Source: an optimization exercise on an open RTL-to-GDS flow (aim: small area, a short achievable clock period and few clock cycles per item). Production flows keep margins and buffers that such runs may drop. RTL that was checked went through simulation tests only; none was proved equivalent to the original. Power is estimated from default activity; no workload was simulated.

// lfp16_mcu
module lfp16_mcu (
    input  wire        clk,
    input  wire        rst,         
    input  wire        cmd_valid,
    output wire        cmd_ready,
    input  wire [63:0] cmd,
    output reg         rsp_valid,
    input  wire        rsp_ready,
    output wire [63:0] rsp
);
For scale: roughly 31 flip-flops, roughly 130 I/O pins, about 3600 µm² of cells after synthesis.
clock: 6.0 ns
lec_check: 0
cap_margin: 20
core_margin: 2
core_utilization: 40
setup_slack_margin: 2.2
slew_margin: 20
standard.sh (not shown) runs the stock make flow with config.mk's settings and CLKGATE_MAP_FILE= SYNTH_SCRIPT=/design/flow/synth_recipe.tcl, a recipe that flattens the netlist after the stock synthesis.
==> flow/flow/run.sh <==
#!/bin/bash
# Own flow: the standard layout (standard.sh), except
#  - synthesis (flow/mysynth.tcl) maps with flow/abc.script; the registers
#    are those of the standard synthesis;
#  - every port still gets its buffer, but a plain sky130 buf_1 instead of
#    the delay cell buffer_ports picks by default;
#  - flow/opts.sh may set further options (see there).
# Each tool's output goes to a log file here (synth.log, layout.log).
set -euo pipefail
W=$(pwd)
export MY_ABC_SCRIPT="$W/flow/abc.script"
export MY_ABC_D=
export BUFFER_PORTS_ARGS="-buffer_cell sky130_fd_sc_hd__buf_1"
if [[ -f "$W/flow/opts.sh" ]]; then source "$W/flow/opts.sh"; fi
make -C "$FLOW_HOME" DESIGN_CONFIG="$W/config.mk" WORK_HOME="$W/orfs" CLKGATE_MAP_FILE= \
  SYNTH_SCRIPT="$W/flow/mysynth.tcl" synth > "$W/synth.log" 2>&1
bash standard.sh finish > "$W/layout.log" 2>&1
==> flow/flow/abc.script <==
strash
dc2
dch -f
map -D 1500
topo
buffer -p
upsize -D 1500
dnsize -D 1500
stime -p
==> flow/flow/mysynth.tcl <==
# The standard synthesis (synth_recipe.tcl), with only the ABC mapping call
# replaced: flow/abc.script (MY_ABC_SCRIPT) instead of the ORFS speed script,
# and, when MY_NO_FA is set, no extraction of full/half adder cells.
proc synth {args} { yosys synth -nofsm -noshare {*}$args }
proc abc {args} {
  set out {}
  set skip 0
  foreach a $args {
    if {$skip} { set skip 0; continue }
    if {$a eq "-script" || $a eq "-D"} { set skip 1; continue }
    lappend out $a
  }
  if {[info exists ::env(MY_ABC_SCRIPT)] && $::env(MY_ABC_SCRIPT) ne ""} {
    lappend out -script $::env(MY_ABC_SCRIPT)
  }
  if {[info exists ::env(MY_ABC_D)] && $::env(MY_ABC_D) ne ""} {
    lappend out -D $::env(MY_ABC_D)
  }
  puts "abc call: $out"
  yosys abc {*}$out
}
if {[info exists ::env(MY_NO_FA)] && $::env(MY_NO_FA) ne ""} { set ::env(ADDER_MAP_FILE) "" }
source $::env(SCRIPTS_DIR)/synth.tcl
# left out here: clear keep_hierarchy, flatten, clean up, hide names made inside functions, write 1_2_yosys.v
==> flow/flow/opts.sh <==
# keep the single tie cell synthesis makes for the constant outputs
export SKIP_REPAIR_TIE_FANOUT=1
Testbench counts at the start, summed over its fixed seeds: cycles 24,008, items 24,000.
==> next run, changes <==
==> flow/flow/abc.script (replaced) <==
strash
dc2
dch -f
map -D 1800
topo
buffer -p
upsize -D 1800
dnsize -D 1800
stime -p
=>
- first-iteration DRC count is lower by 10%
- cell area is about the same
- setup slack improved by 0.032 ns
- power is higher by 3.0%
- area after synthesis is lower by 1.4%
- critical path depth is higher by 6
==> next run, changes <==
==> flow/flow/abc.script (replaced) <==
strash
dc2
dch -f
map -D 1500
topo
buffer -p
upsize -D 1500
dnsize -D 1500
stime -p
Settings changed: SETUP_SLACK_MARGIN 2.2 to 2.0.
Die area increases by 1.4%.
Hold slack barely changes.
First-iteration DRC count is higher by 9.5%.
Clock-buffer cell count drops by 1.
Final cell count hardly moves.
Critical path depth went down by 6.
Utilization goes down by 0.94 points.
Clock skew decreases by 0.0077 ns.
==> next run, changes <==
==> flow/flow/abc.script (replaced) <==
strash
dc2
dch -f
map -D 2000
topo
buffer -p
upsize -D 2000
dnsize -D 2000
stime -p
Settings changed: CORE_UTILIZATION 40 to 55.
Clock skew stays flat.
Worst setup slack gets worse by 0.090 ns.
Clock-buffer cell count stays the same.
Routed wire length fell by about 1%.
Synthesized cell count goes down by 1.6%.
Fmax fell by about 2.4%.
Utilization grows by 15 points.
Final area shrinks by 3.4%.
Non-clock buffer count came out lower by 2.


Starting RTL as in the previous note.
==> flow/config.mk <==
export PLATFORM = sky130hd
export DESIGN_NAME = lfp16_mcu
export DESIGN_NICKNAME = lfp16_mcu
export VERILOG_FILES = /design/flow/design.v
export SDC_FILE = /design/flow/constraint.sdc
export NUM_CORES = 4
export LEC_CHECK = 0
export CAP_MARGIN = 20
export CORE_MARGIN = 2
export CORE_UTILIZATION = 40
export SETUP_SLACK_MARGIN = 2.1
export SLEW_MARGIN = 20
==> flow/constraint.sdc <==
create_clock -name core_clock -period 6.0 [get_ports {clk}]
set_input_delay 1.2000 -clock core_clock [delete_from_list [all_inputs] [get_ports {clk}]]
set_output_delay 1.2000 -clock core_clock [all_outputs]
set_load 0.01 [all_outputs]
==> flow/flow/abc.script <==
strash
dc2
dch -f
map -D 2000
topo
buffer -p
upsize -D 2000
dnsize -D 2000
stime -p
Scripts as last shown in full above: flow/flow/run.sh, flow/flow/mysynth.tcl, flow/flow/opts.sh
The starting point finished with timing, DRC and antenna clean.
Testbench counts at the start, summed over its fixed seeds: cycles 24,008, items 24,000.
Then changed:
==> flow/flow/abc.script (replaced) <==
strash
dc2
dch -f
map -D 3000
topo
buffer -p
upsize -D 3000
dnsize -D 3000
stime -p
SETUP_SLACK_MARGIN = 2.0   (was 2.1)
Non-clock buffer count is higher by 3.
First-iteration DRC count is higher by 65%.
Global-route usage is higher by 0.24 points.
Worst setup slack gets worse by 0.18 ns.
Cell count is higher by 0.46%.
Via count is higher by 1.3%.
Sequential share of layout area is higher by 0.14 points.
Then changed:
==> flow/flow/abc.script (replaced) <==
strash
dc2
dch -f
map -D 2000
topo
buffer -p
upsize -D 2000
dnsize -D 2000
stime -p
CORE_UTILIZATION = 50   (was 40)
SETUP_SLACK_MARGIN = 2.2   (was 2.0)
The new run passed the timing, DRC and antenna checks.
Via count is higher by 3.6%.
Power is lower by 2.3%.
Final area is higher by 2.9%.
Combinational power is higher by about 6%.
Global-route usage is higher by 5.1 points.
Sequential share of layout area is lower by 0.64 points.
Worst hold slack loses 0.014 ns.
Clock power is lower by about 16%.
Worst setup slack gains 0.22 ns.
Utilization is higher by 14 points.


== oak ==
The RTL this note starts from:
==> flow/design.v <==
module lfp16_mcu (
    input  wire        clk,
    input  wire        rst,         
    input  wire        cmd_valid,
    output wire        cmd_ready,
    input  wire [63:0] cmd,
    output reg         rsp_valid,
    input  wire        rsp_ready,
    output wire [63:0] rsp
);
    reg [3:0] cfg_f;
    reg       cfg_rmode;    
    wire [7:0]  op = cmd[63:56];
    wire [14:0] ma = cmd[14:0];
    wire [14:0] mb = cmd[46:32];
    wire        sa = cmd[15];
    wire        sb = cmd[47];
    wire [31:0] x  = cmd[31:0];
    wire z_rsv = ~|cmd[55:48];
    wire z_b   = ~|cmd[47:32];
    wire z_ahi = ~|cmd[31:16];
    wire mz_a  = ~|ma;
    wire mz_b  = ~|mb;
    wire a_zero = mz_a & ~sa;
    wire a_nar  = mz_a & sa;
    wire b_zero = z_b;
    wire b_nar  = mz_b & sb;
    wire ok_n   = z_rsv & z_b & z_ahi & a_zero;
    wire ok_u16 = z_rsv & z_b & z_ahi;
    wire ok_u32 = z_rsv & z_b;
    wire ok_b16 = z_rsv & z_ahi;
    wire hi0 = (op[7:4] == 4'h0);
    wire hi1 = (op[7:4] == 4'h1);
    wire hi2 = (op[7:4] == 4'h2);
    wire [3:0] lo = op[3:0];
    wire is_getcfg = hi0 & (lo == 4'h1);
    wire is_setf   = hi0 & (lo == 4'h2);
    wire is_setr   = hi0 & (lo == 4'h3);
    wire is_sqrt   = hi1 & (lo == 4'h3);
    wire legal_b16 = hi1 & (lo[3:1] == 3'd0) | hi2 & (lo <= 4'h4);
    wire legal_u16 = hi1 & (lo >= 4'h2) & (lo <= 4'h5);
    wire c_sqrt = ~op[5] & op[1] & op[0];
    wire c_inv  = ~op[5] & op[2];
    wire q_inv  = op[5] | op[0] | op[2];              
    wire q_a    = ~op[5] & (op[1] | op[2]);           
    wire r_bit  = cfg_rmode & ma[0] & ma[1];
    wire [14:0] q_src = q_a ? ma : mb;
    wire [14:0] p_val = c_inv  ? 15'h4000 :
                        c_sqrt ? {1'b0, ma[14:1]} : ma;
    wire [14:0] q_val = c_sqrt ? 15'h6000 : (q_src ^ {15{q_inv}});
    wire        c_in  = c_sqrt ? r_bit : q_inv;
    wire [16:0] t_ext = {1'b0, p_val, 1'b1} + {1'b0, q_val, c_in};
    wire [15:0] t     = t_ext[16:1];
    wire tz_hi = ~|t[13:1];
    wire over  = t[15] & t[14];
    wire under = ~t[15] & (~t[14] | tz_hi);
    wire [14:0] m_cl = ({t[15], t[13:0]} & {15{~under}}) | {15{over}} | {14'd0, under};
    wire uses_b = ~op[1] & ~op[2];                    
    wire ar_nar  = a_nar | (uses_b & (b_nar | (op[0] & b_zero))) | (op[2] & a_zero);
    wire ar_zero = a_zero | (uses_b & ~op[0] & b_zero);
    wire ar_sign = uses_b ? (sa ^ sb) : (op[2] & sa);
    wire [15:0] r_arith = ar_nar  ? 16'h8000 :
                          ar_zero ? 16'h0000 : {ar_sign, m_cl};
    wire [15:0] r_neg   = {sa ^ ~mz_a, ma};
    wire ge_m = t[15];                                
    wire eq_m = t[15] & ~t[14] & tz_hi & ~t[0];       
    wire lt = (sa & ~sb) | (~sa & ~sb & ~ge_m) | (sa & sb & ge_m & ~eq_m);
    wire eq = ~(sa ^ sb) & eq_m;
    reg  c_bit;
    always @(*) begin
        case (lo[2:0])
            3'd0:    c_bit = eq;
            3'd1:    c_bit = lt | eq;
            3'd2:    c_bit = lt;
            3'd3:    c_bit = ~lt & ~eq;
            default: c_bit = ~lt;
        endcase
    end
    wire r_cmp = c_bit & ~a_nar & ~b_nar;
    wire [15:0] r_raw = op[5] ? {15'd0, r_cmp} :
                        op[4] ? ((op[2] & op[0]) ? r_neg : r_arith) :
                        op[1] ? 16'd0 : {7'd0, cfg_rmode, ~cfg_f, cfg_f};
    wire illegal = ~((legal_b16 & ok_b16) | (legal_u16 & ok_u16) |
                     (is_getcfg & ok_n) | ((is_setf | is_setr) & ok_u32));
    wire f_fmt  = is_setf & ok_u32 & ((x[3:0] < 4'd7) | (x[3:0] > 4'd11) | (|x[15:4]));
    wire f_rnd  = is_setr & ok_u32 & (|x[15:1]);
    wire f_neg  = is_sqrt & ok_u16 & sa & ~mz_a;
    wire [2:0] fault = illegal ? 3'd4 : f_neg ? 3'd3 : f_rnd ? 3'd2 : f_fmt ? 3'd1 : 3'd0;
    wire       nofault = ~illegal & ~f_neg & ~f_rnd & ~f_fmt;
    wire [15:0] res  = r_raw & {16{nofault}};
    wire notice = is_setf & ok_u32 & ~f_fmt;
    wire set_f  = notice;
    wire set_r  = is_setr & ok_u32 & ~f_rnd;
    assign cmd_ready = ~rsp_valid | rsp_ready;
    reg [15:0] r_res;
    reg [2:0]  r_fault;
    reg        r_notice;
    assign rsp = {28'd0, r_notice, r_fault, 16'd0, r_res};
    always @(posedge clk) begin
        if (rst) begin
            cfg_f     <= 4'd8;
            cfg_rmode <= 1'b0;
            rsp_valid <= 1'b0;
        end else begin
            rsp_valid <= cmd_valid | (rsp_valid & ~rsp_ready);
            if (cmd_valid & cmd_ready & set_f) cfg_f     <= x[3:0];
            if (cmd_valid & cmd_ready & set_r) cfg_rmode <= x[0];
        end
        if (cmd_ready) begin
            r_res    <= res;
            r_fault  <= fault;
            r_notice <= notice;
        end
    end
endmodule
clock: 6.0 ns
lec_check: 0
cap_margin: 20
core_margin: 2
core_utilization: 40
setup_slack_margin: 2.0
slew_margin: 20
run.sh (not shown) runs the stock make flow with config.mk's settings and CLKGATE_MAP_FILE= SYNTH_SCRIPT=/design/flow/synth_recipe.tcl, a recipe that flattens the netlist after the stock synthesis.
Stock flow here: none of the scripts above is used.
Changes in pine relative to oak:
- SETUP_SLACK_MARGIN changed from 2.0 to 3.0
Findings:
- Comparing path depth of the worst reg2reg path for pine and oak, the smaller number came from pine.
- oak and pine ended up with roughly the same power drawn by the clock network.
- All-layer global routing usage, pine and oak: lower on oak
- For the total routed wire length on the met1 layer, pine came in 2.1% lower than oak did.
- Power consumption of pine falls short of that of oak by a few percent.
- Re estimated wirelength of the detail-placed design: pine and oak aren't equal, and the lower value belongs to oak.
- On share of the cycle needed by the critical path after routing, oak tracks pine almost exactly.
- The wire length reported by the detailed router was comparable across pine and oak.
- On post-layout worst setup margin, oak tracks pine almost exactly.
- Looking at source of the critical timing path, the cmd[57] result is from pine; the cmd[58] one comes from oak.
- pine ends up with higher cell total after placement than oak does.
Here is what was changed in the inputs of birch compared with pine.
- GPL_TIMING_DRIVEN now 0, previously not set
- SETUP_SLACK_MARGIN no longer set, was 3.0
==> comparison <==
The lower total global routing track utilization came out of birch. Higher total non-filler cell area in the finished layout goes to pine over birch. Delta (birch minus pine): signed area change from the synthesized netlist to the final layout went down; routed wire length went down; highest clock frequency the design can meet has decreased.
Input changes introduced in maple (baseline for comparison: birch):
- removing GPL_TIMING_DRIVEN (formerly 0)
### Flow results
birch | status: complete | timing, DRC, antenna: pass
maple: flow completed, timing, DRC and antenna clean
On maple: fmax is 3.5 MHz higher than what birch gave.
Looking at total number of cells along the worst setup path, maple sits 1 above birch.
maple against birch; count of placed standard cells including taps is down by a few percent.
No run of this note included a check of the RTL's function; only the layout flow was run.


Another version of the RTL of lfp16_mcu (not shown whole).
Size: about 510 cells after synthesis, ~31 flip-flops, ~130 I/O pins, about 3700 sq um of cells after synthesis.
==> flow/config.mk <==
export PLATFORM = sky130hd
export DESIGN_NAME = lfp16_mcu
export DESIGN_NICKNAME = lfp16_mcu
export VERILOG_FILES = /design/flow/design.v
export SDC_FILE = /design/flow/constraint.sdc
export NUM_CORES = 4
export LEC_CHECK = 0
export CAP_MARGIN = 20
export CORE_MARGIN = 2
export CORE_UTILIZATION = 40
export SETUP_SLACK_MARGIN = 2.2
export SLEW_MARGIN = 20
==> flow/constraint.sdc <==
create_clock -name core_clock -period 6.0 [get_ports {clk}]
set_input_delay 1.2000 -clock core_clock [delete_from_list [all_inputs] [get_ports {clk}]]
set_output_delay 1.2000 -clock core_clock [all_outputs]
set_load 0.01 [all_outputs]
standard.sh (not shown) runs the stock make flow with config.mk's settings and CLKGATE_MAP_FILE= SYNTH_SCRIPT=/design/flow/synth_recipe.tcl, a recipe that flattens the netlist after the stock synthesis.
==> flow/flow/abc.script <==
strash
dc2
dch -f
map -D 1200
topo
buffer -p
upsize -D 1200
dnsize -D 1200
stime -p
Scripts as last shown in full above: flow/flow/run.sh, flow/flow/mysynth.tcl, flow/flow/opts.sh
Then changed:
--- a/flow/flow/opts.sh
+++ b/flow/flow/opts.sh
@@ -2 +2,2 @@
 export SKIP_REPAIR_TIE_FANOUT=1
+export RECOVER_POWER=100
Settings changed: SETUP_SLACK_MARGIN 2.2 to 2.0.
What happened: Now the flow produced a layout that fails on capacitance limit, slew limit; worst hold slack degrades by 0.0085 ns; fmax is lower by about 19%; via count fell by 5.2%; wire length fell by 2.9%; non-clock buffer count fell by 16; clock-buffer cell count is unchanged; combinational power decreases by 10%; total power shrinks by about 4.6%; register-to-register slack got worse by 0.26 ns; clock skew stays flat.
Then changed:
==> flow/flow/abc.script (replaced) <==
strash
&get -n
&st
&syn2
&dch -f
&nf -p
&put
topo
buffer -p
upsize -D 1200
dnsize -D 1200
stime -p
==> flow/flow/opts.sh (replaced) <==
# keep the single tie cell synthesis makes for the constant outputs
export SKIP_REPAIR_TIE_FANOUT=1
The new run passed the timing, DRC and antenna checks.
First-iteration DRC count came out higher by 20%.
Utilization rises by 0.98 points.
Final cell count goes down by 7.2%.
Synthesized cell count falls by about 11%.
Critical path depth is lower by 7.
Die area falls by 2.8%.
Clock power is lower by 22%.
No functional check of the RTL was part of any run of this note.

## port drivers added, routing unchanged
The results above use ideal ports. As a check the final layouts listed here were re-extracted and re-timed, cells and wires unchanged.
Step 1, drivers: a clkbuf_16 drives clk and a buf_2 each remaining input, both assumed.
Step 2 times the ports against the registers' clock, not the clock port: input delays grow and output delays shrink by t, the midpoint of the rising clock arrivals with the driver on.
a / b / c = no drivers / after step 1 / after step 2; a / b = the first two.
run | shift t [ns] | setup WS [ns] | worst data-port slew with drivers (ns)
the first run of note 1 | 0.312 | 2.348 / 2.319 / 2.124 | 0.04
the second run of note 1 | 0.317 | 2.380 / 2.366 / 2.067 | 0.03
the third run of note 1 | 0.309 | 2.290 / 2.261 / 1.984 | 0.04
the fourth run of note 1 | 0.312 | 2.199 / 2.193 / 1.894 | 0.04
the first run of note 2 | 0.307 | 2.321 / 2.322 / 2.014 | 0.04
the second run of note 2 | 0.304 | 2.146 / 2.149 / 1.845 | 0.03
the third run of note 2 | 0.319 | 2.365 / 2.334 / 2.064 | 0.04
oak | 0.296 | 0.908 / 0.903 / 0.607 | 0.04
pine | 0.287 | 0.906 / 0.889 / 0.602 | 0.06
birch | 0.284 | 0.142 / 0.140 / -0.144 | 0.04
maple | 0.284 | 0.258 / 0.253 / -0.031 | 0.04
the first run of note 4 | 0.313 | 2.331 / 2.334 / 2.021 | 0.04
the second run of note 4 | 0.307 | 1.477 / 1.483 / 1.175 | 0.04
the third run of note 4 | 0.311 | 2.140 / 2.149 / 1.838 | 0.03
With both steps, setup timing fails in birch and maple, where it was met with ideal ports. The setup slack of the second run of note 1, which loses most, moves by -0.014 ns with the drivers and by -0.313 ns with both steps.
